What follows belongs to an exercise in optimizing a design on an open flow for small area, a short achievable clock period and few clock cycles; a production flow would make more cautious choices. RTL that was checked went through simulation tests only; none was proved equivalent to the original. No functional check of the RTL was part of runs 2 and 3. Power and IR drop assume default switching activity.

## design/flow/config.mk

```make
export PLATFORM = sky130hd
export DESIGN_NAME = dither_core
export DESIGN_NICKNAME = dither_core
export VERILOG_FILES = /design/flow/design.v
export SDC_FILE = /design/flow/constraint.sdc
export NUM_CORES = 8
export LEC_CHECK = 0
export CAP_MARGIN = 20
export CORE_MARGIN = 2
export CORE_UTILIZATION = 50
export CTS_BUF_LIST = sky130_fd_sc_hd__clkbuf_8 sky130_fd_sc_hd__clkbuf_16
export CTS_CLUSTER_DIAMETER = 60
export CTS_CLUSTER_SIZE = 20
export PLACE_DENSITY = 0.65
export SLEW_MARGIN = 20
```

## design/flow/constraint.sdc

```tcl
create_clock -name core_clock -period 24.0 [get_ports {clk}]
set_input_delay 4.8000 -clock core_clock [delete_from_list [all_inputs] [get_ports {clk}]]
set_output_delay 4.8000 -clock core_clock [all_outputs]
set_load 0.01 [all_outputs]
```

## design/flow/design.v

```verilog
module dither_core (
    input  wire        clk,
    input  wire        rst,             
    input  wire        start,
    input  wire [1:0]  cfg_mode,        
    input  wire        cfg_invert,
    input  wire        cfg_frame,
    input  wire        cfg_pack,        
    input  wire [7:0]  cfg_threshold,
    input  wire [15:0] cfg_width,
    input  wire [15:0] cfg_height,
    output reg         busy,
    output reg         done,
    output reg         error,
    input  wire        in_valid,
    output reg         in_ready,
    input  wire [15:0] in_data,
    output reg         out_valid,
    input  wire        out_ready,
    output reg  [7:0]  out_data,
    output reg         out_last
);
    localparam [15:0] FULL = 16'd65280;
    localparam        RW   = 28;           
    localparam        NV   = 60;           
    reg        idle;         
    reg [1:0]  mode;
    reg        pack;
    reg        invert;
    reg        frame;
    reg [7:0]  thr;
    reg [6:0]  wsrc;         
    reg [2:0]  wsel;         
    reg [15:0] rl;           
    reg  fs;                 
    reg  atk;                
    wire ord = mode == 2'd2;
    wire [5:0] wm1 = {wsel, 3'b111};       
    reg        run;          
    reg        err_st;       
    reg        hdr_act;      
    reg [3:0]  hdr_idx;
    reg        trl_act;      
    reg [2:0]  trl_idx;
    reg        pend_full;    
    reg [7:0]  pend_data;
    reg        pend_last;
    reg [5:0]  x;            
    reg [5:0]  p;            
    reg        row0, row1;   
    reg [2:0]  ym;           
    reg        vq;           
    reg [15:0] dq;
    reg        first;        
    reg        second;       
    reg        al;           
    reg        be;           
    reg        lastcol;      
    reg        penult;       
    reg        real_px;      
    reg        hdr_lag;      
    reg        pe_lag;       
    reg [6:0]  bits;
    wire start_ok = start && idle;
    wire geom_bad = (cfg_width == 16'd0) || (cfg_width > 16'd64) || (cfg_height == 16'd0);
    wire lastrow = (rl == 16'd1);
    wire padok   = (!be || pe_lag) && !(lastcol && row0 && hdr_lag);
    wire proc    = run && al && (real_px ? vq : padok);
    wire [5:0] x_inc = lastcol ? 6'd0 : x + 6'd1;
    wire [5:0] p_inc = (p == wm1 || p == 6'd63) ? 6'd0 : p + 6'd1;
    wire [5:0] x1     = proc ? x_inc : x;
    wire       rowst  = proc && lastcol;          
    wire       run1   = run && !(rowst && lastrow);
    wire       row0_1 = rowst ? 1'b0 : row0;
    wire       row1_1 = rowst ? row0 : row1;
    wire [15:0] rl1   = rowst ? rl - 16'd1 : rl;
    wire       lastrow1 = (rl1 == 16'd1);
    wire out_free   = !out_valid || out_ready;
    wire hdr_load   = out_free && hdr_act;
    wire hdr_act1   = hdr_act && !(hdr_load && hdr_idx == 4'd12);
    wire pend_take  = out_free && !hdr_act && pend_full;
    wire push       = proc && be;
    wire pend_full1 = push || (pend_full && !pend_take);
    wire [5:0] p1       = p_inc;
    wire       al1      = (p1 == x1);
    wire       be1      = (x1[2:0] == 3'd7);
    wire       lastcol1 = proc ? penult : lastcol;
    wire       real1    = ({1'b0, x1} < wsrc);
    wire [5:0] x1_inc   = lastcol1 ? 6'd0 : x1 + 6'd1;
    wire [5:0] p1_inc   = (p1 == wm1) ? 6'd0 : p1 + 6'd1;
    wire       pe_lag1 = !pend_full && !push;
    function ok2;
        input [5:0] xx;
        input       r0;
        ok2 = (xx[2:0] != 3'd7 || pe_lag1) && !(xx == wm1 && r0 && hdr_act);
    endfunction
    wire       rdyA = run1 && !(lastcol1 && lastrow1) && ({1'b0, x1_inc} < wsrc)
                      && ok2(x1_inc, row0_1 && !lastcol1);
    wire       rdyB = run1 && (p1_inc == x1) && real1 && ok2(x1, row0_1);
    wire       padproc1 = run1 && al1 && !real1 && (!be1 || pe_lag1)
                          && !(lastcol1 && row0_1 && hdr_act);
    wire       realgo1  = run1 && al1 && real1;
    wire       vq1      = in_valid && in_ready;
    wire       in_ready_nx = (realgo1 ? vq1 : padproc1) ? rdyA : rdyB;
    reg  [RW-1:0] vr [0:NV-1];
    reg  [RW-1:0] e1, e2, e3, e4;
    reg  [RW-1:0] tap;
    always @(*) begin
        case (wsel)
            3'd0: tap = vr[3];
            3'd1: tap = vr[11];
            3'd2: tap = vr[19];
            3'd3: tap = vr[27];
            3'd4: tap = vr[35];
            3'd5: tap = vr[43];
            3'd6: tap = vr[51];
            default: tap = vr[59];
        endcase
    end
    reg  signed [16:0] ea, eb;
    reg  signed [16:0] cc;        
    reg         [13:0] lreg;      
    reg               wb;        
    function signed [13:0] atk_a;
        input signed [16:0] e;
        atk_a = (e >>> 3) + $signed({13'd0, e[16] && e[2:0] != 3'd0});
    endfunction
    function rnd16;
        input signed [16:0] e;
        rnd16 = e[16] && e[3:0] != 4'd0;
    endfunction
    function [1:0] l3;
        input [3:0] r;
        l3 = (r >= 4'd11) ? 2'd2 : (r >= 4'd6) ? 2'd1 : 2'd0;
    endfunction
    function [2:0] l5;
        input [3:0] r;
        l5 = (r >= 4'd13) ? 3'd4 : (r >= 4'd10) ? 3'd3 : (r >= 4'd7) ? 3'd2 : (r >= 4'd4) ? 3'd1 : 3'd0;
    endfunction
    function [2:0] l7;
        input [3:0] r;
        l7 = (r >= 4'd14) ? 3'd6 : (r >= 4'd12) ? 3'd5 : (r >= 4'd10) ? 3'd4 : (r >= 4'd7) ? 3'd3 :
             (r >= 4'd5) ? 3'd2 : (r >= 4'd3) ? 3'd1 : 3'd0;
    endfunction
    wire signed [16:0] ew3 = e3[16:0];
    wire signed [16:0] ew2 = e2[16:0];
    wire signed [16:0] ew1 = e1[16:0];
    wire signed [12:0] zl  = proc ? (ew3 >>> 4) : lreg[13:1];
    wire               rl_ = proc ? rnd16(ew3) : lreg[0];
    wire signed [12:0] zm  = ew2 >>> 4;
    wire signed [12:0] zr  = ew1 >>> 4;
    wire               x1_0 = proc ? lastcol : first;     
    wire               m_l  = !row0_1 && !x1_0;
    wire               m_m  = !row0_1;
    wire               m_r  = !row0_1 && !lastcol1;
    wire               m_d  = !row0_1 && !row1_1;
    wire signed [13:0] a_l  = proc ? e3[13:0] : e3[27:14];    
    wire signed [16:0] u1 = !m_l ? 17'sd0 : fs ? zl : a_l;
    wire signed [16:0] u2 = !m_m ? 17'sd0 : fs ? (zm <<< 2) : $signed(e2[13:0]);
    wire signed [16:0] u3 = !m_m ? 17'sd0 : fs ? zm : (m_r ? $signed(e1[13:0]) : 17'sd0);
    wire signed [16:0] u4 = fs ? (m_r ? (zr <<< 1) : 17'sd0) : (m_d ? $signed(e2[27:14]) : 17'sd0);
    wire signed [16:0] u5 = (fs && m_r) ? zr : 17'sd0;
    wire        [3:0]  ps = !fs ? 4'd0 :
                        {3'd0, m_l && rl_} + (m_m ? {1'b0, l5(ew2[3:0])} + {3'd0, rnd16(ew2)} : 4'd0)
                        + (m_r ? {2'b0, l3(ew1[3:0])} + {3'd0, rnd16(ew1)} : 4'd0);
    wire signed [16:0] c_nx = u1 + u2 + u3 + u4 + u5 + $signed({13'd0, ps});
    wire        in_big = (in_data[15:8] == 8'hFF) && (in_data[7:0] != 8'd0);
    wire [15:0] dq_nx  = (!real1 || in_big) ? FULL : in_data;
    wire [15:0] fval   = dq;
    wire signed [12:0] za   = ea >>> 4;
    wire signed [18:0] za19 = {{6{za[12]}}, za};
    wire signed [18:0] ea19 = {{5{ea[16]}}, ea[16:3]};
    wire signed [18:0] eb19 = {{5{eb[16]}}, eb[16:3]};
    reg         [2:0]  lr;
    always @(*) begin
        case ({ea[16], ea[3:0]})
            5'h00, 5'h01, 5'h02, 5'h10:        lr = 3'd0;
            5'h03, 5'h04, 5'h11, 5'h12:        lr = 3'd1;
            5'h05, 5'h06, 5'h13, 5'h14:        lr = 3'd2;
            5'h07, 5'h08, 5'h09, 5'h15, 5'h16: lr = 3'd3;
            5'h0A, 5'h0B, 5'h17, 5'h18, 5'h19: lr = 3'd4;
            5'h0C, 5'h0D, 5'h1A, 5'h1B:        lr = 3'd5;
            5'h0E, 5'h0F, 5'h1C, 5'h1D:        lr = 3'd6;
            default:                           lr = 3'd7;
        endcase
    end
    wire        c8a = ea[16] && ea[2:0] != 3'd0;
    wire        c8b = eb[16] && eb[2:0] != 3'd0;
    wire [18:0] op0 = {3'b000, fval};
    wire [18:0] op1 = cc;
    wire [18:0] op2 = first ? 19'd0 : fs ? {za19[15:0], lr} : ea19;
    wire [18:0] op3 = (first || (!fs && second)) ? 19'd0 : fs ? ~za19 : eb19;
    wire        b1  = !first && (fs || c8a);
    wire        b2  = !first && !fs && !second && c8b;
    wire [18:0] s1  = op0 ^ op1 ^ op3;
    wire [18:0] k1  = {(op0[17:0] & op1[17:0]) | (op0[17:0] & op3[17:0]) | (op1[17:0] & op3[17:0]), b1};
    wire [18:0] s2  = s1 ^ k1 ^ op2;
    wire [18:0] k2  = {(s1[17:0] & k1[17:0]) | (s1[17:0] & op2[17:0]) | (k1[17:0] & op2[17:0]), b2};
    wire signed [18:0] v  = s2 + k2;
    wire [10:0] nthr = -{3'b000, thr};
    wire [18:0] nt  = {nthr, 8'd0};
    wire [18:0] s3  = s2 ^ k2 ^ nt;
    wire [18:0] k3  = {(s2[17:0] & k2[17:0]) | (s2[17:0] & nt[17:0]) | (k2[17:0] & nt[17:0]), 1'b0};
    wire signed [18:0] vt = s3 + k3;
    wire        d_white = !vt[18];
    wire [18:0] kw  = 19'h70100;
    wire [18:0] s4  = s2 ^ k2 ^ kw;
    wire [18:0] k4  = {(s2[17:0] & k2[17:0]) | (s2[17:0] & kw[17:0]) | (k2[17:0] & kw[17:0]), 1'b0};
    wire [18:0] vw  = s4 + k4;
    wire signed [16:0] e_new = d_white ? vw[16:0] : v[16:0];
    wire [7:0]  fh    = fval[15:8];
    wire [5:0]  bm    = {x[0] ^ ym[0], ym[0], x[1] ^ ym[1], ym[1], x[2] ^ ym[2], ym[2]};
    wire        o_black = ({2'b00, fh} + 10'd126) < ({2'b00, bm, 2'b00} + {2'b00, thr});
    wire        n_black = (fh < thr);
    wire        p_black = real_px && (dq != 16'd0);
    wire        black   = pack ? p_black : (fs || atk) ? !d_white : ord ? o_black : n_black;
    wire        pix_bit = pack ? black : (black ^ invert);
    reg [7:0] hdr_byte;
    always @(*) begin
        case (hdr_idx)
            4'd0:  hdr_byte = 8'h1B;
            4'd1:  hdr_byte = 8'h40;
            4'd2:  hdr_byte = 8'h1B;
            4'd3:  hdr_byte = 8'h61;
            4'd4:  hdr_byte = 8'h01;
            4'd5:  hdr_byte = 8'h1D;
            4'd6:  hdr_byte = 8'h76;
            4'd7:  hdr_byte = 8'h30;
            4'd8:  hdr_byte = 8'h00;
            4'd9:  hdr_byte = {4'b0, 1'b0, wsel} + 8'd1;
            4'd10: hdr_byte = 8'h00;
            4'd11: hdr_byte = rl[7:0];
            default: hdr_byte = rl[15:8];
        endcase
    end
    reg [7:0] trl_byte;
    always @(*) begin
        case (trl_idx)
            3'd0, 3'd3: trl_byte = 8'h1B;
            3'd1, 3'd4: trl_byte = 8'h64;
            default:    trl_byte = 8'h02;
        endcase
    end
    wire [2:0] cfg_wsel = cfg_width[5:3] - {2'b0, cfg_width[2:0] == 3'd0};
    integer i;
    always @(posedge clk) begin
        if (wb)
            vr[0] <= atk ? {e4[13:0], atk_a(ea)} : {{(RW-17){ea[16]}}, ea};
        else
            vr[0] <= e4;
        for (i = 1; i < NV; i = i + 1)
            vr[i] <= vr[i-1];
        e1 <= tap;
        e2 <= e1;
        e3 <= e2;
        e4 <= e3;
        cc <= c_nx;
        dq <= dq_nx;
        if (idle) begin
            mode   <= cfg_mode;
            pack   <= cfg_pack;
            fs     <= !cfg_pack && cfg_mode == 2'd0;
            atk    <= !cfg_pack && cfg_mode == 2'd1;
            invert <= cfg_invert;
            frame  <= cfg_frame;
            thr    <= cfg_threshold;
            wsrc   <= cfg_width[6:0];
            wsel   <= cfg_wsel;
            rl     <= cfg_height;
            x      <= 6'd0;
            p      <= 6'd63;
            row0   <= 1'b1;
            row1   <= 1'b0;
            ym     <= 3'd0;
            first  <= 1'b1;
            second <= 1'b0;
            al      <= 1'b0;
            be      <= 1'b0;
            lastcol <= 1'b0;
            penult  <= 1'b0;
            real_px <= 1'b1;
        end else begin
            al      <= al1;
            be      <= be1;
            lastcol <= lastcol1;
            penult  <= (x1 == wm1 - 6'd1);
            real_px <= real1;
            x  <= x1;
            p  <= p_inc;
            rl <= rl1;
            row0 <= row0_1;
            row1 <= row1_1;
            if (rowst)
                ym <= ym + 3'd1;
            if (proc) begin
                first  <= lastcol;
                second <= first;
            end
        end
        if (proc) begin
            lreg <= {ew3[16:4], rnd16(ew3)};
            ea <= e_new;
            eb <= ea;
            if (be)
                pend_data <= {bits, pix_bit};
            else
                bits <= {bits[5:0], pix_bit};
            if (be)
                pend_last <= lastcol && lastrow && !frame;
        end
        hdr_lag <= hdr_act;
        pe_lag  <= pe_lag1;
        wb    <= proc;
    end
    always @(posedge clk) begin
        if (rst) begin
            busy      <= 1'b0;
            idle      <= 1'b1;
            done      <= 1'b0;
            error     <= 1'b0;
            in_ready  <= 1'b0;
            out_valid <= 1'b0;
            out_last  <= 1'b0;
            run       <= 1'b0;
            err_st    <= 1'b0;
            hdr_act   <= 1'b0;
            trl_act   <= 1'b0;
            pend_full <= 1'b0;
            vq        <= 1'b0;
        end else begin
            done  <= 1'b0;
            error <= 1'b0;
            vq    <= in_valid && in_ready;
            if (start_ok) begin
                busy    <= 1'b1;
                idle    <= 1'b0;
                hdr_idx <= 4'd0;
                trl_idx <= 3'd0;
                if (geom_bad) begin
                    err_st   <= 1'b1;
                    in_ready <= 1'b0;
                end else begin
                    run      <= 1'b1;
                    hdr_act  <= cfg_frame;
                    in_ready <= 1'b1;
                end
            end else begin
                in_ready <= in_ready_nx;
                run      <= run1;
                if (rowst && lastrow)
                    trl_act <= frame;
                if (err_st) begin
                    err_st <= 1'b0;
                    busy   <= 1'b0;
                    idle   <= 1'b1;
                    done   <= 1'b1;
                    error  <= 1'b1;
                end
                pend_full <= pend_full1;
                if (out_free) begin
                    if (hdr_act) begin
                        out_valid <= 1'b1;
                        out_data  <= hdr_byte;
                        out_last  <= 1'b0;
                        hdr_idx   <= hdr_idx + 4'd1;
                        if (hdr_idx == 4'd12)
                            hdr_act <= 1'b0;
                    end else if (pend_full) begin
                        out_valid <= 1'b1;
                        out_data  <= pend_data;
                        out_last  <= pend_last;
                    end else if (trl_act && !run) begin
                        out_valid <= 1'b1;
                        out_data  <= trl_byte;
                        out_last  <= (trl_idx == 3'd5);
                        trl_idx   <= trl_idx + 3'd1;
                        if (trl_idx == 3'd5)
                            trl_act <= 1'b0;
                    end else begin
                        out_valid <= 1'b0;
                        if (busy && !run && !err_st && !trl_act) begin
                            busy <= 1'b0;
                            idle <= 1'b1;
                            done <= 1'b1;
                        end
                    end
                end
            end
        end
    end
endmodule
```

## design/flow/flow/run.sh

```bash
#!/bin/bash
# Own layout flow: the standard synthesis and ORFS steps, with the timing
# repair asked to keep a setup margin (the clock and constraints are the standard flow's).
set -euo pipefail
bash standard.sh synth > synth.log 2>&1
bash standard.sh SETUP_SLACK_MARGIN=18 "BUFFER_PORTS_ARGS=-buffer_cell sky130_fd_sc_hd__buf_2" finish > layout.log 2>&1
```

## design/flow/standard.sh

```bash
#!/bin/bash
# synth_recipe.tcl (not shown) runs the flow's synth.tcl, then flattens the netlist and writes it again
# the make line also repeats each setting of config.mk as NAME=value (left out here)
make -C /OpenROAD-flow-scripts/flow DESIGN_CONFIG=/design/flow/config.mk WORK_HOME=/design/flow/orfs CLKGATE_MAP_FILE= SYNTH_SCRIPT=/design/flow/synth_recipe.tcl "${@:-finish}"
```

==> results.sh, run 1 <==
export IMPL_outcome="complete, no violations"
export IMPL_min_period_ns=6.075
export IMPL_grt_pass1_vias=26429
export IMPL_grt_pass1_wl_um=149600
export IMPL_start_util_pct=50.60
export IMPL_ant_nets=0
export IMPL_hold_buffers=0
export IMPL_post_place_ws_ns=16.99
export IMPL_met2WireLength_um=40760
export IMPL_syn_to_final_growth_pct=11.52
export IMPL_clockBufferDepth=3
export IMPL_cts_tree="yes"
export IMPL_initialDrtViolationCount=1863
export IMPL_dp_hpwl_um=61840
export IMPL_syn_num_nets=4164
export IMPL_finalWorstSetupSlack_ns=17.92
export IMPL_worst_path_buf_inv=1
export IMPL_synth_top_area_share_pct=69.43
export IMPL_h_tree_depth=3
export IMPL_register_area_um2=40860
export IMPL_hold_viol=0
export IMPL_vias=26589
export IMPL_wire_per_inst_um=17.51
export IMPL_final_max_slew_violation_count=0
export IMPL_timing_rr_end="cc[16]"
export IMPL_place_congestion=0.8670
export IMPL_cts_clk_slew_worst_paths_ns=0.08
export IMPL_timing_slew_headroom_pct=42.38
export IMPL_cp_depth=1
export IMPL_grt_max_degree=66
export IMPL_synth_top_area_cell="dfxtp_1"
export IMPL_seq_area_frac_synth_pct=75.18
export IMPL_wl_met3_um=5360
export IMPL_tns_ns=0
export IMPL_cp_cell_sequence="buf_2"
export IMPL_synth_edf_count=104
export IMPL_p_leak_nw=25.09
export IMPL_reg2reg_from="lastcol"
export IMPL_hold_class="reg2reg"
export IMPL_crit_required_ns=19.20
export IMPL_r2r_cells=29
export IMPL_crit_type="reg2out"
export IMPL_grt_antenna_before_repair=2
export IMPL_drive_above_1_share_pct=10.47
export IMPL_crit_end="out_data[5]"
export IMPL_rsz0062_at_grt="yes"
export IMPL_grt_usage_pct=17.28
export IMPL_vias_per_cell=4.884
export IMPL_boundaryPins=80
export IMPL_drtPass1Iterations=6
export IMPL_fin_nets=4319
export IMPL_worstSetupStartpoint="out_data[5]"
export IMPL_portBuffers=79
export IMPL_p_per_area_nw_per_um2=104.8
export IMPL_wl_um=95320
export IMPL_synthCells=3848
export IMPL_cp_max_fo=1
export IMPL_ir_worst_vdd_uv=73.80
export IMPL_cpPeakStageDelay_ns=0.38
export IMPL_syn_avg_cell_area_um2=14.12
export IMPL_ctsRootBufferMaster="clkbuf_16"
export IMPL_start_kind="flip-flop"
export IMPL_synth_distinct_cells=87
export IMPL_nFillCells=8525
export IMPL_synthArstFlopShare_pct=0
export IMPL_fmax_mhz=164.6
export IMPL_cts_made_buffers=121
export IMPL_maxCapViolCount=0
export IMPL_fp_row_count=120
export IMPL_clock_sinks=1988
export IMPL_timing_final_crit_share_pct=25.31
export IMPL_worstSkewPairLatency_ns=0.73
export IMPL_multi_input_area_um2=12640
export IMPL_overflow=0
export IMPL_yosysWarnings=2
export IMPL_wirelength_met1_um=46290
export IMPL_setup_viol=0
export IMPL_cp_top_family="flip-flops"
export IMPL_dieArea_um2=111300
export IMPL_synthFlopType="dfxtp_1"
export IMPL_ys_top_cells_by_count="1884 x dfxtp_1, 197 x inv_1, 186 x a21oi_1"
export IMPL_reg2reg_slack_ns=18.06
export IMPL_syn_area_um2=54320
export IMPL_synth_seq_cells=1988
export IMPL_critical_path_slowest_cell="edfxtp_1"
export IMPL_dieWidth_um=333.6
export IMPL_drc=0
export IMPL_worstPathArrival_ns=1.28
export IMPL_ys_top_cells_by_area="dfxtp_1 69%, edfxtp_1 5.7%, fa_1 4.1%"
export IMPL_cp_end_kind="output pin"
export IMPL_highest_layer="met4"
export IMPL_chipHeight_um=333.6
export IMPL_worst_slew_pin_slew_ns=0.8643
export IMPL_core_um2=107400
export IMPL_yosysMostFrequentCell="dfxtp_1"
export IMPL_skew_ns=0.04851
-- cells in the final DEF (no fill, tap or decap), drive strengths merged, types with 104 or more instances in the layout --
cell	synthesis	final
nor2	179	179
clkbuf	83	126
inv	199	224
ha	139	139
fa	111	111
dfxtp	1884	1884
nand2	154	154
buf	19	130
a21oi	186	186
edfxtp	104	104
-- sequential cells by signal (all words and copies together), names as in the netlist, 14 cells and up --
name and cells:
eb 17, e4 28, dq 16, e2 28, e1 28, rl 16, lreg 14, vr 1680
ea 17, e3 28, cc 17
-- per-layer routing --
layer  GRT usage, %  up-vias
met5              0        -
met4          6.008        0
met3          3.384      161
met2          25.66      603
met1          25.26    12737
li1               -    13088
-- worst min path at each step --
stage	end	from	depth (start not counted)	slack (ns)
after detailed placement	vr[11][4]	vr[10][4]	0	0.31
after CTS	vr[16][7]	vr[15][7]	0	0.30
final	vr[17][2]	vr[16][2]	0	0.30
after floorplan	e2[17]	e1[17]	0	0.31
after global routing	e2[22]	e1[22]	0	0.31
after global placement	vr[18][10]	vr[17][10]	0	0.31
-- what timing repair did --
item                       CTS  global route
setup endpoints to repair   31            24
pin swaps                   11            11
resized for setup           48            37
setup buffers               20             9
gates cloned                 3             1
-- cell type report --
class / instances / area share [%]
antenna: 1 / 0.004131
clock inverter: 35 / 0.7973
inverter: 201 / 1.283
timing repair inverter: 2 / 0.02892
tap: 1403 / 2.898
multi-input combinational: 1557 / 20.87
clock buffer: 125 / 5.126
timing repair buffer: 132 / 1.543
sequential: 1988 / 67.45
-- report_power, final --
part / internal, W / switching [W]
registers: 0.00386 / 0.000206
clock network: 0.000962 / 0.00106
logic: 0.000111 / 0.000154
-- per-stage QoR --
stage               util [%]  instance area [µm²]  power, W  hold WS (ns)  instances
floorplan                  -                54460  0.004219        0.3096       3848
global placement       52.52                56380  0.004389        0.3097       5250
detailed placement     52.52                56380  0.004401        0.3121       5250
CTS                    56.23                60360  0.006415        0.3008       5433
global route           56.43                60580  0.006614        0.3109       5443
finish                 56.43                60580  0.006349        0.3029       5444
-- cells by family (layout without fill, tap and decap cells) --
kind of cell,count (synthesis),count (layout),synth area share [%]
flops,1988,1988,75.18
simple gates,606,606,5.475
compound gates,497,497,6.116
buf+inv,303,495,2.098
fa+ha+maj,250,250,7.293
xor+xnor,121,121,1.976
mux,83,83,1.859
other cells,0,1,0
Testbench counts, summed over its fixed seeds: cycles 111,596.
==> inputs of run 2 (changes only) <==
--- a/design/flow/design.v
+++ b/design/flow/design.v
@@ -118,8 +118,7 @@
         endcase
     end
-    reg  signed [16:0] ea, eb;
+    reg  signed [16:0] ea;
+    reg         [14:0] eb;        
     reg  signed [16:0] cc;        
-    reg         [13:0] lreg;      
-    reg               wb;        
     function signed [13:0] atk_a;
         input signed [16:0] e;
@@ -146,6 +145,6 @@
     wire signed [16:0] ew2 = e2[16:0];
     wire signed [16:0] ew1 = e1[16:0];
-    wire signed [12:0] zl  = proc ? (ew3 >>> 4) : lreg[13:1];
-    wire               rl_ = proc ? rnd16(ew3) : lreg[0];
+    wire signed [12:0] zl  = ew3 >>> 4;
+    wire               rl_ = rnd16(ew3);
     wire signed [12:0] zm  = ew2 >>> 4;
     wire signed [12:0] zr  = ew1 >>> 4;
@@ -155,14 +154,18 @@
     wire               m_r  = !row0_1 && !lastcol1;
     wire               m_d  = !row0_1 && !row1_1;
-    wire signed [13:0] a_l  = proc ? e3[13:0] : e3[27:14];    
-    wire signed [16:0] u1 = !m_l ? 17'sd0 : fs ? zl : a_l;
-    wire signed [16:0] u2 = !m_m ? 17'sd0 : fs ? (zm <<< 2) : $signed(e2[13:0]);
-    wire signed [16:0] u3 = !m_m ? 17'sd0 : fs ? zm : (m_r ? $signed(e1[13:0]) : 17'sd0);
-    wire signed [16:0] u4 = fs ? (m_r ? (zr <<< 1) : 17'sd0) : (m_d ? $signed(e2[27:14]) : 17'sd0);
-    wire signed [16:0] u5 = (fs && m_r) ? zr : 17'sd0;
-    wire        [3:0]  ps = !fs ? 4'd0 :
-                        {3'd0, m_l && rl_} + (m_m ? {1'b0, l5(ew2[3:0])} + {3'd0, rnd16(ew2)} : 4'd0)
-                        + (m_r ? {2'b0, l3(ew1[3:0])} + {3'd0, rnd16(ew1)} : 4'd0);
-    wire signed [16:0] c_nx = u1 + u2 + u3 + u4 + u5 + $signed({13'd0, ps});
+    wire signed [13:0] a_l  = e3[13:0];                       
+    wire        [2:0]  l5m  = {1'b0, l5(ew2[3:0])} + {2'd0, rnd16(ew2)};
+    wire        [1:0]  l3r  = m_r ? l3(ew1[3:0]) : 2'd0;
+    wire signed [16:0] zlm  = m_l ? {{4{zl[12]}}, zl} : 17'sd0;
+    wire signed [16:0] zmm  = m_m ? {{4{zm[12]}}, zm} : 17'sd0;
+    wire signed [16:0] zrm  = m_r ? {{4{zr[12]}}, zr} : 17'sd0;
+    wire signed [16:0] u1 = fs ? zlm : (m_l ? $signed(a_l) : 17'sd0);
+    wire signed [16:0] u2 = fs ? $signed({zmm[14:0], l3r}) : (m_m ? $signed(e2[13:0]) : 17'sd0);
+    wire signed [16:0] u3 = fs ? zmm : (m_r ? $signed(e1[13:0]) : 17'sd0);
+    wire signed [16:0] u4 = fs ? $signed({zrm[15:0], m_l && rl_}) : (m_d ? $signed(e2[27:14]) : 17'sd0);
+    wire signed [16:0] u5 = fs ? zrm : 17'sd0;
+    wire        [2:0]  u6 = (fs && m_m) ? l5m : 3'd0;
+    wire               u7 = fs && m_r && rnd16(ew1);
+    wire signed [16:0] c_nx = u1 + u2 + u3 + u4 + u5 + $signed({14'd0, u6}) + $signed({16'd0, u7});
     wire        in_big = (in_data[15:8] == 8'hFF) && (in_data[7:0] != 8'd0);
     wire [15:0] dq_nx  = (!real1 || in_big) ? FULL : in_data;
@@ -171,20 +174,14 @@
     wire signed [18:0] za19 = {{6{za[12]}}, za};
     wire signed [18:0] ea19 = {{5{ea[16]}}, ea[16:3]};
-    wire signed [18:0] eb19 = {{5{eb[16]}}, eb[16:3]};
-    reg         [2:0]  lr;
-    always @(*) begin
-        case ({ea[16], ea[3:0]})
-            5'h00, 5'h01, 5'h02, 5'h10:        lr = 3'd0;
-            5'h03, 5'h04, 5'h11, 5'h12:        lr = 3'd1;
-            5'h05, 5'h06, 5'h13, 5'h14:        lr = 3'd2;
-            5'h07, 5'h08, 5'h09, 5'h15, 5'h16: lr = 3'd3;
-            5'h0A, 5'h0B, 5'h17, 5'h18, 5'h19: lr = 3'd4;
-            5'h0C, 5'h0D, 5'h1A, 5'h1B:        lr = 3'd5;
-            5'h0E, 5'h0F, 5'h1C, 5'h1D:        lr = 3'd6;
-            default:                           lr = 3'd7;
-        endcase
-    end
+    wire signed [18:0] eb19 = {{5{eb[14]}}, eb[14:1]};
+    wire        [3:0]  ra   = ea[3:0];
+    wire        [2:0]  lr   = !ea[16] ?
+                            ((ra >= 4'd14) ? 3'd6 : (ra >= 4'd12) ? 3'd5 : (ra >= 4'd10) ? 3'd4 :
+                             (ra >= 4'd7)  ? 3'd3 : (ra >= 4'd5)  ? 3'd2 : (ra >= 4'd3)  ? 3'd1 : 3'd0) :
+                            ((ra >= 4'd14) ? 3'd7 : (ra >= 4'd12) ? 3'd6 : (ra >= 4'd10) ? 3'd5 :
+                             (ra >= 4'd7)  ? 3'd4 : (ra >= 4'd5)  ? 3'd3 : (ra >= 4'd3)  ? 3'd2 :
+                             (ra >= 4'd1)  ? 3'd1 : 3'd0);
     wire        c8a = ea[16] && ea[2:0] != 3'd0;
-    wire        c8b = eb[16] && eb[2:0] != 3'd0;
+    wire        c8b = eb[0];
     wire [18:0] op0 = {3'b000, fval};
     wire [18:0] op1 = cc;
@@ -245,5 +242,5 @@
     integer i;
     always @(posedge clk) begin
-        if (wb)
+        if (proc)
             vr[0] <= atk ? {e4[13:0], atk_a(ea)} : {{(RW-17){ea[16]}}, ea};
         else
@@ -299,7 +296,6 @@
         end
         if (proc) begin
-            lreg <= {ew3[16:4], rnd16(ew3)};
             ea <= e_new;
-            eb <= ea;
+            eb <= {ea[16:3], c8a};
             if (be)
                 pend_data <= {bits, pix_bit};
@@ -311,5 +307,4 @@
         hdr_lag <= hdr_act;
         pe_lag  <= pe_lag1;
-        wb    <= proc;
     end
     always @(posedge clk) begin
--- a/design/flow/config.mk
+++ b/design/flow/config.mk
@@ -9,7 +9,6 @@
 export CORE_MARGIN = 2
 export CORE_UTILIZATION = 50
-export CTS_BUF_LIST = sky130_fd_sc_hd__clkbuf_8 sky130_fd_sc_hd__clkbuf_16
-export CTS_CLUSTER_DIAMETER = 60
-export CTS_CLUSTER_SIZE = 20
+export CTS_CLUSTER_DIAMETER = 80
+export CTS_CLUSTER_SIZE = 25
 export PLACE_DENSITY = 0.65
 export SLEW_MARGIN = 20
==> run 2 against run 1 <==
Still clean on timing, DRC and antenna. Maximum frequency rose by 0.74%. Clock-buffer cell count decreased by 29. Sequential cell count down 20. Critical endpoint is now out_data[3]. Largest cell class unchanged. Largest power group unchanged.
==> results.sh, run 2 <==
export IMPL_outcome="complete, no violations"
export IMPL_cts_made_buffers=91
export IMPL_drive_above_1_share_pct=8.179
export IMPL_cp_max_fo=1
export IMPL_synthSimpleGateAreaFrac_pct=5.636
export IMPL_fp_row_count=119
export IMPL_synthAdderAreaFrac_pct=7.170
export IMPL_final_max_slew_violation_count=0
export IMPL_setup_viol=0
export IMPL_grt_usage_pct=16.70
export IMPL_synth_top_family_by_area="adder cells"
export IMPL_synth_seq_cells=1968
export IMPL_initialDrtViolationCount=1885
export IMPL_drtPass1Iterations=5
export IMPL_cpPeakStageDelay_ns=0.38
export IMPL_ant_nets=0
export IMPL_core_um2=105700
export IMPL_timing_slew_headroom_pct=37.88
export IMPL_synth_top_area_share_pct=70.44
export IMPL_p_per_area_nw_per_um2=101.7
export IMPL_start_kind="flip-flop"
export IMPL_worstSkewPairLatency_ns=0.70
export IMPL_grt_pass1_vias=25207
export IMPL_synth_distinct_cells=93
export IMPL_cp_cell_sequence="buf_2"
export IMPL_ir_worst_vdd_uv=65.93
export IMPL_vias=25892
export IMPL_dieArea_um2=109500
export IMPL_synth_top_area_cell="dfxtp_1"
export IMPL_crit_required_ns=19.20
export IMPL_skew_ns=0.04107
export IMPL_ys_top_cells_by_count="1880 x dfxtp_1, 180 x nand2_1, 171 x inv_1"
export IMPL_chipHeight_um=330.9
export IMPL_fin_nets=4226
export IMPL_h_tree_depth=3
export IMPL_hold_viol=0
export IMPL_start_util_pct=50.54
export IMPL_grt_pass1_wl_um=141700
export IMPL_ctsRootBufferMaster="clkbuf_16"
export IMPL_worst_path_buf_inv=1
export IMPL_muxShareOfSynthArea_pct=1.339
export IMPL_syn_area_um2=53430
export IMPL_syn_to_final_growth_pct=8.985
export IMPL_syn_num_nets=4124
export IMPL_drc=0
export IMPL_cts_tree="yes"
export IMPL_hold_ws_ns=0.3095
export IMPL_fmax_mhz=165.8
export IMPL_regMostFlops="vr"
export IMPL_rsz0062_at_grt="yes"
export IMPL_p_leak_nw=24.10
export IMPL_place_congestion=0.8949
export IMPL_diodes=0
export IMPL_timing_final_crit_share_pct=25.13
export IMPL_worstPathArrival_ns=1.23
export IMPL_grt_max_degree=84
export IMPL_mostFrequentLayoutCell="dfxtp_1"
export IMPL_overflow=0
export IMPL_tns_ns=0
export IMPL_boundaryPins=80
export IMPL_seq_area_frac_synth_pct=75.38
export IMPL_dp_hpwl_um=58810
export IMPL_syn_avg_cell_area_um2=13.99
export IMPL_min_period_ns=6.031
export IMPL_clockBufferDepth=3
export IMPL_largest_register_ffs=1680
export IMPL_yosys_area_share_xor_xnor_pct=2.047
export IMPL_synthFlopType="dfxtp_1"
export IMPL_cts_clk_slew_worst_paths_ns=0.10
export IMPL_ys_top_cells_by_area="dfxtp_1 70%, edfxtp_1 4.9%, fa_1 4.1%"
export IMPL_synth_edf_count=88
export IMPL_synthArstFlopShare_pct=0
export IMPL_crit_type="reg2out"
export IMPL_wire_per_inst_um=17.00
export IMPL_portBuffers=79
export IMPL_hold_class="reg2reg"
export IMPL_maxCapViolCount=0
export IMPL_yosysMostFrequentCell="dfxtp_1"
export IMPL_vias_per_cell=4.860
export IMPL_cp_end_kind="output pin"
export IMPL_wl_um=90560
export IMPL_cp_top_family="flip-flops"
export IMPL_synthCells=3818
export IMPL_yosysWarnings=2
export IMPL_clock_sinks=1968
export IMPL_synth_compound_area_share_pct=6.339
export IMPL_grt_antenna_before_repair=3
export IMPL_dieWidth_um=330.9
export IMPL_critical_path_slowest_cell="edfxtp_1"
export IMPL_layout_common_cells="1870 x dfxtp_1, 178 x nand2_1, 170 x inv_1"
export IMPL_worst_slew_pin_slew_ns=0.9318
## run 2: cell type report
| type | instances | area, µm² |
|---|---|---|
| fillers | 8596 | 47480 |
| flip-flops and latches | 1968 | 40300 |
| multi-input cells | 1562 | 12230 |
| clock buffers | 96 | 2349 |
| well taps | 1391 | 1740 |
| repair buffers | 123 | 773.2 |
| inverters | 174 | 664.4 |
| clock inverters | 14 | 176.4 |
## run 2: cell families (layout without fill, tap and decap cells)
| family | Yosys count | count (layout) |
|---|---|---|
| AO/OA/AOI/OAI | 509 | 509 |
| XOR/XNOR | 124 | 124 |
| adder cells (fa/ha/maj) | 241 | 241 |
| buffers and inverters | 290 | 407 |
| flip-flops | 1968 | 1968 |
| multiplexers | 69 | 69 |
| AND/OR/NAND/NOR | 617 | 619 |
## run 2: repair_timing
item	in CTS	in global routing
hold buffers	0	0
buffers inserted	8	13
endpoints found under the setup margin	44	15
cloned	2	0
gates resized for setup	35	16
pin swaps	3	10
## run 2: path summary, 6_finish.rpt
path                    start           to  slack [ns]  cells after the start
hold reg to reg     vr[9][19]   vr[10][19]        0.31                      0
setup / recovery  out_data[3]  out_data[3]       17.97                      1
setup reg to reg       pe_lag       cc[16]       18.20                     24
hold / removal      vr[9][19]   vr[10][19]        0.31                      0
## run 2: through the flow
| step | power (W) | setup slack (ns) | cell area, µm² | instances | utilization [%] |
|---|---|---|---|---|---|
| 3_3_place_gp | 0.004308 | 16.40 | 55330 | 5194 | 52.34 |
| 3_5_place_dp | 0.004321 | 16.18 | 55330 | 5194 | 52.34 |
| 6_report | 0.005921 | 17.97 | 58230 | 5328 | 55.08 |
| 2_1_floorplan | 0.004154 | 17.83 | 53440 | 3818 | - |
| 4_1_cts | 0.005981 | 17.91 | 58060 | 5314 | 54.92 |
| 5_1_grt | 0.006171 | 17.90 | 58230 | 5328 | 55.08 |
## run 2: power breakdown
group          switching, W  total (W)  internal, W
Combinational      0.000151   0.000257     0.000106
Clock              0.000952    0.00167     0.000718
Sequential         0.000193    0.00399      0.00380
Total               0.00130    0.00592      0.00463
## run 2: metal layers
layer	vias up	share of wire, %	track usage, %
li1	12855	-	-
met1	12433	50	24.47
met2	444	42	24.73
met3	158	4.3	2.827
met4	2	3.3	6.590
met5	-	0.014	0
==> inputs of run 3 (changes only) <==
--- a/design/flow/design.v
+++ b/design/flow/design.v
@@ -37,4 +37,6 @@
     wire ord = mode == 2'd2;
     wire [5:0] wm1 = {wsel, 3'b111};       
+    wire [1:0] lsel = wsel[2] ? wsel[1:0] : 2'd0;
+    wire [5:0] lm1  = {1'b1, lsel, 3'b111};    
     reg        run;          
     reg        err_st;       
@@ -68,5 +70,5 @@
     wire proc    = run && al && (real_px ? vq : padok);
     wire [5:0] x_inc = lastcol ? 6'd0 : x + 6'd1;
-    wire [5:0] p_inc = (p == wm1 || p == 6'd63) ? 6'd0 : p + 6'd1;
+    wire [5:0] p_inc = (p == lm1 || p == 6'd63) ? 6'd0 : p + 6'd1;
     wire [5:0] x1     = proc ? x_inc : x;
     wire       rowst  = proc && lastcol;          
@@ -88,5 +90,5 @@
     wire       real1    = ({1'b0, x1} < wsrc);
     wire [5:0] x1_inc   = lastcol1 ? 6'd0 : x1 + 6'd1;
-    wire [5:0] p1_inc   = (p1 == wm1) ? 6'd0 : p1 + 6'd1;
+    wire [5:0] p1_inc   = (p1 == lm1) ? 6'd0 : p1 + 6'd1;
     wire       pe_lag1 = !pend_full && !push;
     function ok2;
@@ -95,5 +97,5 @@
         ok2 = (xx[2:0] != 3'd7 || pe_lag1) && !(xx == wm1 && r0 && hdr_act);
     endfunction
-    wire       rdyA = run1 && !(lastcol1 && lastrow1) && ({1'b0, x1_inc} < wsrc)
+    wire       rdyA = run1 && !(lastcol1 && lastrow1) && ({1'b0, x1_inc} < wsrc) && (p1_inc == x1_inc)
                       && ok2(x1_inc, row0_1 && !lastcol1);
     wire       rdyB = run1 && (p1_inc == x1) && real1 && ok2(x1, row0_1);
@@ -107,12 +109,8 @@
     reg  [RW-1:0] tap;
     always @(*) begin
-        case (wsel)
-            3'd0: tap = vr[3];
-            3'd1: tap = vr[11];
-            3'd2: tap = vr[19];
-            3'd3: tap = vr[27];
-            3'd4: tap = vr[35];
-            3'd5: tap = vr[43];
-            3'd6: tap = vr[51];
+        case (lsel)
+            2'd0: tap = vr[35];
+            2'd1: tap = vr[43];
+            2'd2: tap = vr[51];
             default: tap = vr[59];
         endcase
@@ -121,4 +119,5 @@
     reg         [14:0] eb;        
     reg  signed [16:0] cc;        
+    reg                wb_last;   
     function signed [13:0] atk_a;
         input signed [16:0] e;
@@ -242,5 +241,5 @@
     integer i;
     always @(posedge clk) begin
-        if (proc)
+        if ((proc && !first) || wb_last)
             vr[0] <= atk ? {e4[13:0], atk_a(ea)} : {{(RW-17){ea[16]}}, ea};
         else
@@ -295,4 +294,5 @@
             end
         end
+        wb_last <= proc && lastcol;
         if (proc) begin
             ea <= e_new;
==> run 3 against run 2 <==
Still clean. Sequential share of layout area is 0.38 points higher. Power is 4.3% lower. Critical path depth is 9 higher.
==> results.sh, run 3 <==
export IMPL_synthFlopType="dfxtp_1"
export IMPL_crit_type="in2reg"
export IMPL_final_max_slew_violation_count=0
export IMPL_cp_end_kind="flip-flop"
export IMPL_rsz0062_at_grt="yes"
export IMPL_synth_edf_count=88
export IMPL_fin_nets=4191
export IMPL_finalNonFillerCells=5302
export IMPL_portBuffers=79
export IMPL_grt_usage_pct=16.24
export IMPL_p_per_area_nw_per_um2=97.76
export IMPL_skew_ns=0.04318
export IMPL_yosysWarnings=2
export IMPL_wire_per_inst_um=16.54
export IMPL_largest_register_ffs=1680
export IMPL_cp_max_fo=2
export IMPL_overflow=0
export IMPL_dieArea_um2=108900
export IMPL_clockBufferDepth=3
export IMPL_initialDrtViolationCount=1371
export IMPL_cts_tree="yes"
export IMPL_min_period_ns=6.300
export IMPL_drtPass1Iterations=5
export IMPL_ctsRootBufferMaster="clkbuf_16"
export IMPL_start_kind="input port"
export IMPL_clock_sinks=1969
export IMPL_grt_pass1_wl_um=137200
export IMPL_h_tree_depth=3
export IMPL_syn_avg_cell_area_um2=14.04
export IMPL_grt_antenna_before_repair=4
export IMPL_wl_um=87710
export IMPL_syn_to_final_growth_pct=9.054
export IMPL_core_um2=105300
export IMPL_synth_distinct_cells=90
export IMPL_ys_top_cells_by_area="dfxtp_1 71%, edfxtp_1 5.0%, fa_1 4.1%"
export IMPL_boundaryPins=80
export IMPL_hold_viol=0
export IMPL_hold_ws_ns=0.3103
export IMPL_hold_buffers=0
export IMPL_fp_row_count=119
export IMPL_outcome="complete, no violations"
export IMPL_start_util_pct=50.47
export IMPL_ir_worst_vdd_uv=91.06
export IMPL_synth_top_area_cell="dfxtp_1"
export IMPL_dp_hpwl_um=58040
export IMPL_timing_slew_headroom_pct=28.67
export IMPL_place_congestion=0.8899
export IMPL_synth_top_area_share_pct=70.88
export IMPL_ant_nets=0
export IMPL_p_leak_nw=24.08
export IMPL_grt_pass1_vias=24781
export IMPL_cts_made_buffers=93
export IMPL_tns_ns=0
export IMPL_layout_common_cells="1873 x dfxtp_1, 195 x nand2_1, 185 x inv_1"
export IMPL_finalWorstSetupSlack_ns=17.70
export IMPL_worstSkewPairLatency_ns=0.72
export IMPL_synthCells=3783
export IMPL_vias_per_cell=4.817
export IMPL_crit_required_ns=24.62
export IMPL_synth_seq_cells=1969
export IMPL_drive_above_1_share_pct=8.675
export IMPL_grt_max_degree=81
export IMPL_cts_clk_slew_worst_paths_ns=0.10
export IMPL_post_place_ws_ns=16.73
export IMPL_yosysMostFrequentCell="dfxtp_1"
export IMPL_worst_slew_pin_slew_ns=1.068
export IMPL_setup_viol=0
export IMPL_ys_top_cells_by_count="1881 x dfxtp_1, 198 x nand2_1, 187 x inv_1"
export IMPL_dp_cells=5172
export IMPL_synthArstFlopShare_pct=0
export IMPL_maxCapViolCount=0
export IMPL_fmax_mhz=158.7
export IMPL_power_share_combinational_pct=4.2
export IMPL_p_seq_share_pct=65.9
export IMPL_dieWidth_um=330.0
export IMPL_p_int_w=0.004438
export IMPL_worstPathArrival_ns=6.92
export IMPL_chipHeight_um=330.0
export IMPL_seq_area_frac_synth_pct=75.86
export IMPL_finalPower_w=0.005664
export IMPL_syn_area_um2=53120
export IMPL_p_sw_w=0.001226
export IMPL_syn_num_nets=4085
export IMPL_hold_class="reg2reg"
export IMPL_power_switching_share_pct=21.65
export IMPL_power_share_clock_pct=29.9
export IMPL_regMostFlops="vr"
export IMPL_mostFrequentLayoutCell="dfxtp_1"
export IMPL_nFillCells=8527
export IMPL_drc=0
export IMPL_vias=25538
export IMPL_timing_final_crit_share_pct=26.25
## run 3: area by class of cell
| type | count | area [µm²] | share of cell area [%] |
|---|---|---|---|
| sequential | 1969 | 40310 | 69.58 |
| multi-input combinational | 1526 | 11860 | 20.47 |
| clock buffer | 97 | 2374 | 4.097 |
| tap | 1391 | 1740 | 3.004 |
| inverter | 188 | 709.4 | 1.225 |
| timing repair buffer | 111 | 678.2 | 1.171 |
| clock inverter | 17 | 251.5 | 0.4341 |
| antenna | 3 | 7.507 | 0.01296 |
## run 3: cells by family (layout without fill, tap and decap cells)
group | Yosys count | in the layout | share of synthesized area (%)
AO/OA/AOI/OAI | 499 | 499 | 5.924
XOR/XNOR | 112 | 112 | 1.872
adder cells (fa/ha/maj) | 237 | 237 | 7.118
buffers and inverters | 288 | 413 | 2.115
flip-flops | 1969 | 1969 | 75.86
multiplexers | 73 | 73 | 1.491
other | 0 | 3 | 0
AND/OR/NAND/NOR | 605 | 605 | 5.622
## run 3: worst max-delay path, cell delays in order
cell	delay [ns]
buf_6	0.09
or4_4	0.53
nor4_2	0.22
nand4b_1	0.18
a21oi_1	0.16
nor4bb_2	0.22
o2111ai_1	0.16
a2111oi_2	0.27
o2111ai_1	0.17
o22ai_1	0.12
## run 3: power by group through the flow
stage	Clock, W	Sequential [W]	Combinational, W
floorplan	0	0.00375	0.000169
global placement	0	0.00380	0.000231
detailed placement	0	0.00381	0.000231
CTS	0.00175	0.00374	0.000235
global route	0.00186	0.00377	0.000262
finish	0.00169	0.00373	0.000237
## run 3: worst paths after layout
kind | slack (ns) | to | start | cells past startpoint
setup / recovery | 17.70 | in_ready | cfg_width[7] | 10
hold reg to reg | 0.31 | vr[24][26] | vr[23][26] | 0
hold / removal | 0.31 | vr[24][26] | vr[23][26] | 0
setup reg to reg | 18.26 | cc[16] | lastcol | 24
## run 3: routing by layer
layer	global-route usage (%)	vias up	part of all wire [%]
met5	0	-	0
met4	4.713	0	2.5
met3	3.093	146	4.8
met2	24.69	482	44
met1	23.69	12253	49
li1	-	12657	-
## run 3: what timing repair did
action / CTS / global route
gates resized for setup: 29 / 22
pin swaps: 7 / 6
setup endpoints to repair: 36 / 35
buffers inserted: 7 / 6
## run 3: stage by stage
step                      cell area [µm²]  util (%)
after floorplan                     53140         -
after global placement              55020     52.26
after detailed placement            55020     52.26
after CTS                           57800     54.90
after global routing                57930     55.03
final                               57930     55.03
==> inputs of run 4 (changes only) <==
--- a/design/flow/design.v
+++ b/design/flow/design.v
@@ -65,5 +65,7 @@
     reg [6:0]  bits;
     wire start_ok = start && idle;
-    wire geom_bad = (cfg_width == 16'd0) || (cfg_width > 16'd64) || (cfg_height == 16'd0);
+    reg        st1;          
+    reg        wbig;         
+    wire geom_bad = wbig || wsrc == 7'd0 || wsrc > 7'd64 || rl == 16'd0;
     wire lastrow = (rl == 16'd1);
     wire padok   = (!be || pe_lag) && !(lastcol && row0 && hdr_lag);
@@ -265,5 +267,6 @@
             rl     <= cfg_height;
             x      <= 6'd0;
-            p      <= 6'd63;
+            p      <= 6'd62;
+            wbig   <= cfg_width[15:7] != 9'd0;
             row0   <= 1'b1;
             row1   <= 1'b0;
@@ -319,4 +322,5 @@
             run       <= 1'b0;
             err_st    <= 1'b0;
+            st1       <= 1'b0;
             hdr_act   <= 1'b0;
             trl_act   <= 1'b0;
@@ -327,4 +331,5 @@
             error <= 1'b0;
             vq    <= in_valid && in_ready;
+            st1 <= start_ok;
             if (start_ok) begin
                 busy    <= 1'b1;
@@ -332,13 +337,13 @@
                 hdr_idx <= 4'd0;
                 trl_idx <= 3'd0;
-                if (geom_bad) begin
-                    err_st   <= 1'b1;
-                    in_ready <= 1'b0;
-                end else begin
-                    run      <= 1'b1;
-                    hdr_act  <= cfg_frame;
-                    in_ready <= 1'b1;
-                end
+                run     <= 1'b1;
+                in_ready <= 1'b0;
+            end else if (st1 && geom_bad) begin
+                run      <= 1'b0;
+                in_ready <= 1'b0;
+                err_st   <= 1'b1;
             end else begin
+                if (st1)
+                    hdr_act <= frame;
                 in_ready <= in_ready_nx;
                 run      <= run1;
==> run 4 against run 3 <==
Sequential power is essentially flat. Cell area shrank 0.44%. Via count shrank 2.9%. Power grew 0.62%. Still clean on timing, DRC and antenna. Core utilization shrank 0.089 points. Sequential cell count grew 2. Critical path type is now reg2out. Worst hold slack lost 0.0029 ns.
==> results.sh, run 4 <==
export IMPL_outcome="complete, no violations"
export IMPL_cp_top_family="flip-flops"
export IMPL_timing_rr_end="cc[16]"
export IMPL_syn_num_nets=4013
export IMPL_r2r_cells=25
export IMPL_dieArea_um2=108000
export IMPL_seq_area_frac_synth_pct=76.56
export IMPL_maxCapViolCount=0
export IMPL_grt_max_degree=81
export IMPL_grt_antenna_before_repair=5
export IMPL_hold_class="reg2reg"
export IMPL_diodes=0
export IMPL_cts_tree="yes"
export IMPL_drtPass1Iterations=5
export IMPL_setup_viol=0
export IMPL_cpPeakStageDelay_ns=0.39
export IMPL_timing_slew_headroom_pct=29.62
export IMPL_drive_above_1_share_pct=8.595
export IMPL_dp_hpwl_um=56680
export IMPL_wire_per_inst_um=16.54
export IMPL_highest_layer="met5"
export IMPL_hold_viol=0
export IMPL_clock_sinks=1971
export IMPL_clockBufferDepth=3
export IMPL_syn_to_final_growth_pct=9.437
export IMPL_grt_usage_pct=16.16
export IMPL_crit_type="reg2out"
export IMPL_p_seq_share_pct=66.1
export IMPL_hold_buffers=0
export IMPL_cp_end_kind="output pin"
export IMPL_p_per_area_nw_per_um2=98.81
export IMPL_fmax_mhz=165.9
export IMPL_hold_ws_ns=0.3074
export IMPL_synth_seq_cells=1971
export IMPL_p_sw_w=0.001234
export IMPL_mostFrequentLayoutCell="dfxtp_1"
export IMPL_grt_pass1_vias=24308
export IMPL_syn_area_um2=52700
export IMPL_worstPathArrival_ns=1.23
export IMPL_chipHeight_um=328.7
export IMPL_place_congestion=0.8698
export IMPL_regMostFlops="vr"
export IMPL_synthFlopType="dfxtp_1"
export IMPL_yosysWarnings=2
export IMPL_hold_path_startpoint="vr[4][12]"
export IMPL_reg2reg_from="row0"
export IMPL_worstSetupStartpoint="out_data[0]"
export IMPL_worst_path_buf_inv=1
export IMPL_p_leak_nw=24.03
export IMPL_power_switching_share_pct=21.66
export IMPL_worstSkewPairLatency_ns=0.70
export IMPL_h_tree_depth=3
export IMPL_final_max_slew_violation_count=0
export IMPL_cp_max_fo=1
export IMPL_wirelength_met1_um=43470
export IMPL_power_share_combinational_pct=4.0
export IMPL_synth_distinct_cells=83
export IMPL_synth_top_area_share_pct=71.49
export IMPL_rsz0062_at_grt="yes"
export IMPL_syn_avg_cell_area_um2=14.20
export IMPL_vias=24802
export IMPL_holdPathStages=0
export IMPL_boundaryPins=80
export IMPL_skew_ns=0.03069
export IMPL_synthArstFlopShare_pct=0
export IMPL_wl_um=86700
export IMPL_cp_cell_sequence="buf_2"
export IMPL_ys_top_cells_by_area="dfxtp_1 71%, edfxtp_1 5.1%, fa_1 4.1%"
export IMPL_yosysMostFrequentCell="dfxtp_1"
export IMPL_reg2reg_slack_ns=18.17
export IMPL_overflow=0
export IMPL_synthCells=3711
export IMPL_initialDrtViolationCount=1532
export IMPL_cp_depth=1
export IMPL_cts_clk_slew_worst_paths_ns=0.09
export IMPL_min_to="vr[5][12]"
export IMPL_grt_pass1_wl_um=135400
export IMPL_largest_register_ffs=1680
export IMPL_start_kind="flip-flop"
export IMPL_portBuffers=79
export IMPL_ir_worst_vdd_uv=73.67
export IMPL_start_util_pct=50.21
export IMPL_dieWidth_um=328.7
export IMPL_ctsRootBufferMaster="clkbuf_16"
export IMPL_fp_row_count=119
export IMPL_layout_common_cells="1875 x dfxtp_1, 182 x nand2_1, 166 x inv_1"
export IMPL_synth_top_area_cell="dfxtp_1"
export IMPL_vias_per_cell=4.731
export IMPL_fin_nets=4132
export IMPL_crit_required_ns=19.20
export IMPL_wl_met3_um=4031
export IMPL_drc=0
export IMPL_core_um2=105000
export IMPL_worst_slew_pin_slew_ns=1.054
export IMPL_cts_made_buffers=94
export IMPL_power_share_clock_pct=30.0
export IMPL_ys_top_cells_by_count="1882 x dfxtp_1, 185 x nand2_1, 167 x inv_1"
export IMPL_min_period_ns=6.029
export IMPL_critical_path_slowest_cell="edfxtp_1"
export IMPL_p_int_w=0.004465
export IMPL_tns_ns=0
export IMPL_timing_final_crit_share_pct=25.12
export IMPL_ant_nets=0
export IMPL_met2WireLength_um=37310
export IMPL_synth_edf_count=89
-- run 4: cell types whose count changed after synthesis, moves of 13 or more --
cell      delta
inv_1       -20
nand2b_1    -13
xor2_1      +14
o21ai_0     -16
nand2_1     -13
o211ai_1    -13
-- run 4: layout make-up --
cell class	count	area, µm²
inverters	171	668.1
well taps	1391	1740
multi-input cells	1474	11470
repair inverters	2	20.02
clock inverters	20	274.0
clock buffers	97	2385
repair buffers	116	758.2
fillers	8561	47290
flip-flops and latches	1971	40360
-- run 4: power groups by stage --
stage | Sequential, W | Clock [W] | Combinational, W
after floorplan | 0.00377 | 0 | 0.000161
after global placement | 0.00384 | 0 | 0.000220
after detailed placement | 0.00384 | 0 | 0.000221
after CTS | 0.00377 | 0.00177 | 0.000226
after global routing | 0.00380 | 0.00188 | 0.000252
final | 0.00376 | 0.00171 | 0.000226
-- run 4: cells by family after synthesis --
| logic type | Yosys count | share of synthesized area, % |
|---|---|---|
| fa+ha+maj | 237 | 7.175 |
| flops | 1971 | 76.56 |
| mux | 71 | 1.453 |
| compound gates | 467 | 5.503 |
| xor+xnor | 128 | 2.127 |
| buf+inv | 266 | 1.949 |
| simple gates | 571 | 5.233 |
-- run 4: worst max path at each step --
stage	to	slack [ns]
after detailed placement	cc[16]	15.80
after floorplan	cc[16]	17.96
final	out_data[0]	17.97
after global placement	cc[16]	15.89
after global routing	out_data[0]	17.90
after CTS	out_data[0]	17.92
-- run 4: per-layer routing --
layer	GRT usage, %	vias up
met5	0	-
met4	4.517	2
met3	2.816	118
met2	24.32	419
met1	24.04	11898
li1	-	12365
-- run 4: repair_timing --
item                                    4_1_cts  5_1_grt
gates cloned                                  2        1
gates resized for setup                      31       20
buffers inserted                              8       10
pin swaps                                     3        6
endpoints found under the setup margin       44       18
-- run 4: metrics by stage --
step | area (µm²) | setup WS, ns | total power, W | utilization, % | std cells
finish | 57680 | 17.97 | 0.005699 | 54.94 | 5242
floorplan | 52720 | 17.96 | 0.003934 | - | 3711
detailed placement | 54620 | 15.80 | 0.004064 | 52.04 | 5104
global placement | 54620 | 15.89 | 0.004056 | 52.04 | 5104
global route | 57680 | 17.90 | 0.005932 | 54.94 | 5242
CTS | 57480 | 17.92 | 0.005763 | 54.76 | 5231
Testbench counts of run 4, summed over its fixed seeds: cycles 111,708.
==> inputs of run 5 (changes only) <==
==> design/flow/flow/run.sh (replaced) <==
#!/bin/bash
# Own layout flow: the standard synthesis and ORFS steps, with the timing
# repair asked to keep a setup margin (the clock and constraints are the standard flow's).
set -euo pipefail
bash standard.sh synth > synth.log 2>&1
bash standard.sh SETUP_SLACK_MARGIN=18 "BUFFER_PORTS_ARGS=-buffer_cell sky130_fd_sc_hd__buf_2" \
  "CTS_ARGS=-sink_clustering_enable -repair_clock_nets -sink_clustering_size 25 -sink_clustering_max_diameter 80 -dont_use_dummy_load" \
  finish > layout.log 2>&1
==> run 5 against run 4 <==
Clock skew grew 0.038 ns. Setup slack gained 0.030 ns. First-iteration DRC count shrank 0.26%. Sequential power is essentially flat. Sequential share of layout area grew 0.44 points. Worst hold slack lost 0.026 ns. Global-route usage is essentially flat. Synthesized cell count is the same. Core utilization shrank 0.35 points. Critical path type unchanged. Largest cell class unchanged.
==> results.sh, run 5 <==
export IMPL_boundaryPins=80
export IMPL_fin_nets=4128
export IMPL_worstSkewPairLatency_ns=0.69
export IMPL_clock_sinks=1971
export IMPL_grt_usage_pct=16.12
export IMPL_hold_class="reg2reg"
export IMPL_worst_slew_pin_slew_ns=1.054
export IMPL_drc=0
export IMPL_synthArstFlopShare_pct=0
export IMPL_overflow=0
export IMPL_drive_above_1_share_pct=7.976
export IMPL_worst_path_buf_inv=1
export IMPL_clockBufferDepth=3
export IMPL_grt_max_degree=81
export IMPL_start_kind="flip-flop"
export IMPL_final_core_utilization_pct=54.59
export IMPL_crit_type="reg2out"
export IMPL_p_sw_w=0.001175
export IMPL_holdPathStages=0
export IMPL_wl_um=86250
export IMPL_synthCells=3711
export IMPL_setup_viol=0
export IMPL_h_tree_depth=3
export IMPL_final_max_slew_violation_count=0
export IMPL_synth_edf_count=89
export IMPL_grt_antenna_before_repair=5
export IMPL_ant_nets=0
export IMPL_wire_per_inst_um=16.54
export IMPL_ys_top_cells_by_count="1882 x dfxtp_1, 185 x nand2_1, 167 x inv_1"
export IMPL_cp_max_fo=1
export IMPL_place_congestion=0.8698
export IMPL_r2r_cells=27
export IMPL_syn_to_final_growth_pct=8.739
export IMPL_mostFrequentLayoutCell="dfxtp_1"
export IMPL_portBuffers=79
export IMPL_synth_distinct_cells=83
export IMPL_ctsRootBufferMaster="clkbuf_16"
export IMPL_cp_depth=1
export IMPL_chipHeight_um=328.7
export IMPL_hold_viol=0
export IMPL_fmax_mhz=166.7
export IMPL_vias=24808
export IMPL_min_period_ns=5.999
export IMPL_grt_pass1_wl_um=135100
export IMPL_p_seq_share_pct=67.2
export IMPL_p_int_w=0.004428
export IMPL_syn_avg_cell_area_um2=14.20
export IMPL_maxCapViolCount=0
export IMPL_power_share_combinational_pct=4.0
export IMPL_finalPower_w=0.005603
export IMPL_tns_ns=0
export IMPL_grt_pass1_vias=24227
export IMPL_yosysMostFrequentCell="dfxtp_1"
export IMPL_layout_common_cells="1876 x dfxtp_1, 182 x nand2_1, 166 x inv_1"
export IMPL_dieWidth_um=328.7
export IMPL_yosysWarnings=2
export IMPL_cpPeakStageDelay_ns=0.38
export IMPL_critical_path_slowest_cell="edfxtp_1"
export IMPL_synth_top_area_share_pct=71.49
export IMPL_timing_slew_headroom_pct=29.59
export IMPL_p_leak_nw=23.86
export IMPL_cts_clk_slew_worst_paths_ns=0.09
export IMPL_initialDrtViolationCount=1528
export IMPL_vias_per_cell=4.757
export IMPL_cts_made_buffers=94
export IMPL_start_util_pct=50.21
export IMPL_cts_tree="yes"
export IMPL_fp_row_count=119
export IMPL_synth_top_area_cell="dfxtp_1"
export IMPL_core_um2=105000
export IMPL_regMostFlops="vr"
export IMPL_skew_ns=0.06891
export IMPL_nFillCells=8593
export IMPL_cp_top_family="flip-flops"
export IMPL_cp_end_kind="output pin"
export IMPL_synth_seq_cells=1971
export IMPL_hold_buffers=0
export IMPL_cp_cell_sequence="buf_2"
export IMPL_ir_worst_vdd_uv=73.68
export IMPL_p_per_area_nw_per_um2=97.77
export IMPL_crit_required_ns=19.20
export IMPL_ys_top_cells_by_area="dfxtp_1 71%, edfxtp_1 5.1%, fa_1 4.1%"
export IMPL_seq_area_frac_synth_pct=76.56
export IMPL_synthFlopType="dfxtp_1"
export IMPL_dieArea_um2=108000
export IMPL_outcome="complete, no violations"
export IMPL_syn_area_um2=52700
export IMPL_rsz0062_at_grt="yes"
export IMPL_diodes=0
export IMPL_power_share_clock_pct=28.8
export IMPL_worstPathArrival_ns=1.20
export IMPL_syn_num_nets=4013
export IMPL_power_switching_share_pct=20.97
export IMPL_timing_final_crit_share_pct=25.00
export IMPL_largest_register_ffs=1680
export IMPL_drtPass1Iterations=7
export IMPL_dp_hpwl_um=56680
## run 5: changes by cell type in the layout (fill, tap and decap cells not counted), sizes merged
cell / before / now
inv: 185 / 170
clkinv: 8 / 2
buf: 115 / 112
clkbuf: 97 / 94
## run 5: cells by family after synthesis
family                     count (synthesis)  synth area share [%]
AOI/OAI and AO/OA                        467                 5.503
xor gates and xnor gates                 128                 2.127
adders and majority gates                237                 7.175
buffers and inverters                    266                 1.949
DFF                                     1971                 76.56
muxes                                     71                 1.453
and+or+nand+nor                          571                 5.233
## run 5: cell type report
cell class,instances,area (µm²),area share (%)
Sequential cell,1971,40360,70.42
Multi-Input combinational cell,1474,11460,19.99
Clock buffer,94,2352,4.105
Tap cell,1391,1740,3.037
Timing Repair Buffer,113,723.2,1.262
Inverter,171,668.1,1.166
Timing Repair inverter,1,8.758,0.01528
## run 5: final timing paths
| check | from | endpoint | slack [ns] |
|---|---|---|---|
| worst max register to register | row0 | cc[16] | 18.20 |
| worst max-delay path | out_data[0] | out_data[0] | 18.00 |
| worst min-delay path | vr[34][12] | vr[35][12] | 0.28 |
| worst min register to register | vr[34][12] | vr[35][12] | 0.28 |
## run 5: power by group through the flow
stage	Clock, W	Sequential (W)	Combinational [W]
6_report	0.00161	0.00377	0.000226
5_1_grt	0.00178	0.00380	0.000252
4_1_cts	0.00167	0.00377	0.000225
3_5_place_dp	0	0.00384	0.000221
3_3_place_gp	0	0.00384	0.000220
2_1_floorplan	0	0.00377	0.000161
## run 5: layer usage
metal / global-route usage [%] / vias up / share of wire (%)
met5: 0 / - / 0.015
met4: 4.566 / 2 / 2.4
met3: 2.744 / 142 / 4.7
met2: 24.30 / 438 / 43
met1: 23.97 / 11905 / 50
li1: - / 12321 / -
## run 5: metrics by stage
stage               area, µm²  instances  hold slack (ns)  setup slack, ns
detailed placement      54620       5104           0.3121            15.80
CTS                     57190       5209           0.2793            17.95
floorplan               52720       3711           0.3096            17.96
finish                  57310       5215           0.2817            18.00
global placement        54620       5104           0.3096            15.89
global route            57310       5215           0.2751            17.92
## run 5: repair_timing
action	in CTS	in global routing
buffers inserted	9	6
gates resized for setup	27	19
setup endpoints to repair	40	19
endpoints found under the hold margin	0	0
cloned	2	0
pin swaps	4	4
## run 5: worst reg2reg max path, delay by kind of cell, from the launching register on
kind | cells | cell delay, ns
AO/OA/AOI/OAI | 10 | 1.63
XOR/XNOR | 1 | 0.13
adder cells (fa/ha/maj) | 5 | 2.06
buffers and inverters | 4 | 0.41
flip-flops | 1 | 0.38
AND/OR/NAND/NOR | 7 | 1.11

[separate check: timing with driven ports]
How much do the figures lean on ideal ports? The routed layouts below were timed once more, with nothing changed but the port constraints.
Step 1: set_driving_cell puts a clkbuf_16 on clk and a buf_2 on each other input, an assumption about the parent block.
Step 2 adds t to the input delays and takes it off the output delays; t is the mean of the earliest and latest rising clock arrival at the registers after step 1. Input paths then give back, and output paths get back, about the clock's delay inside the block.
a / b / c = ideal / step 1 / step 2; a / b = the first two.
run	shift t [ns]	setup WS [ns]	worst setup path after step 2	clock arrival spread, ns	pins driven straight from the clock port
run 1	0.778	17.925 / 17.858 / 17.322	input to register	0.058 / 0.057	1
run 2	0.744	17.969 / 17.903 / 17.438	input to register	0.045 / 0.046	1
run 3	0.755	17.700 / 17.736 / 16.981	input to register	0.066 / 0.066	1
run 4	0.750	17.971 / 17.910 / 17.505	input to register	0.035 / 0.035	1
run 5	0.713	18.001 / 17.940 / 17.496	input to register	0.070 / 0.070	1
After both steps setup and hold are still met in every run listed. The setup slack of run 3, which loses most, moves by +0.036 ns with the drivers and by -0.719 ns with both steps.
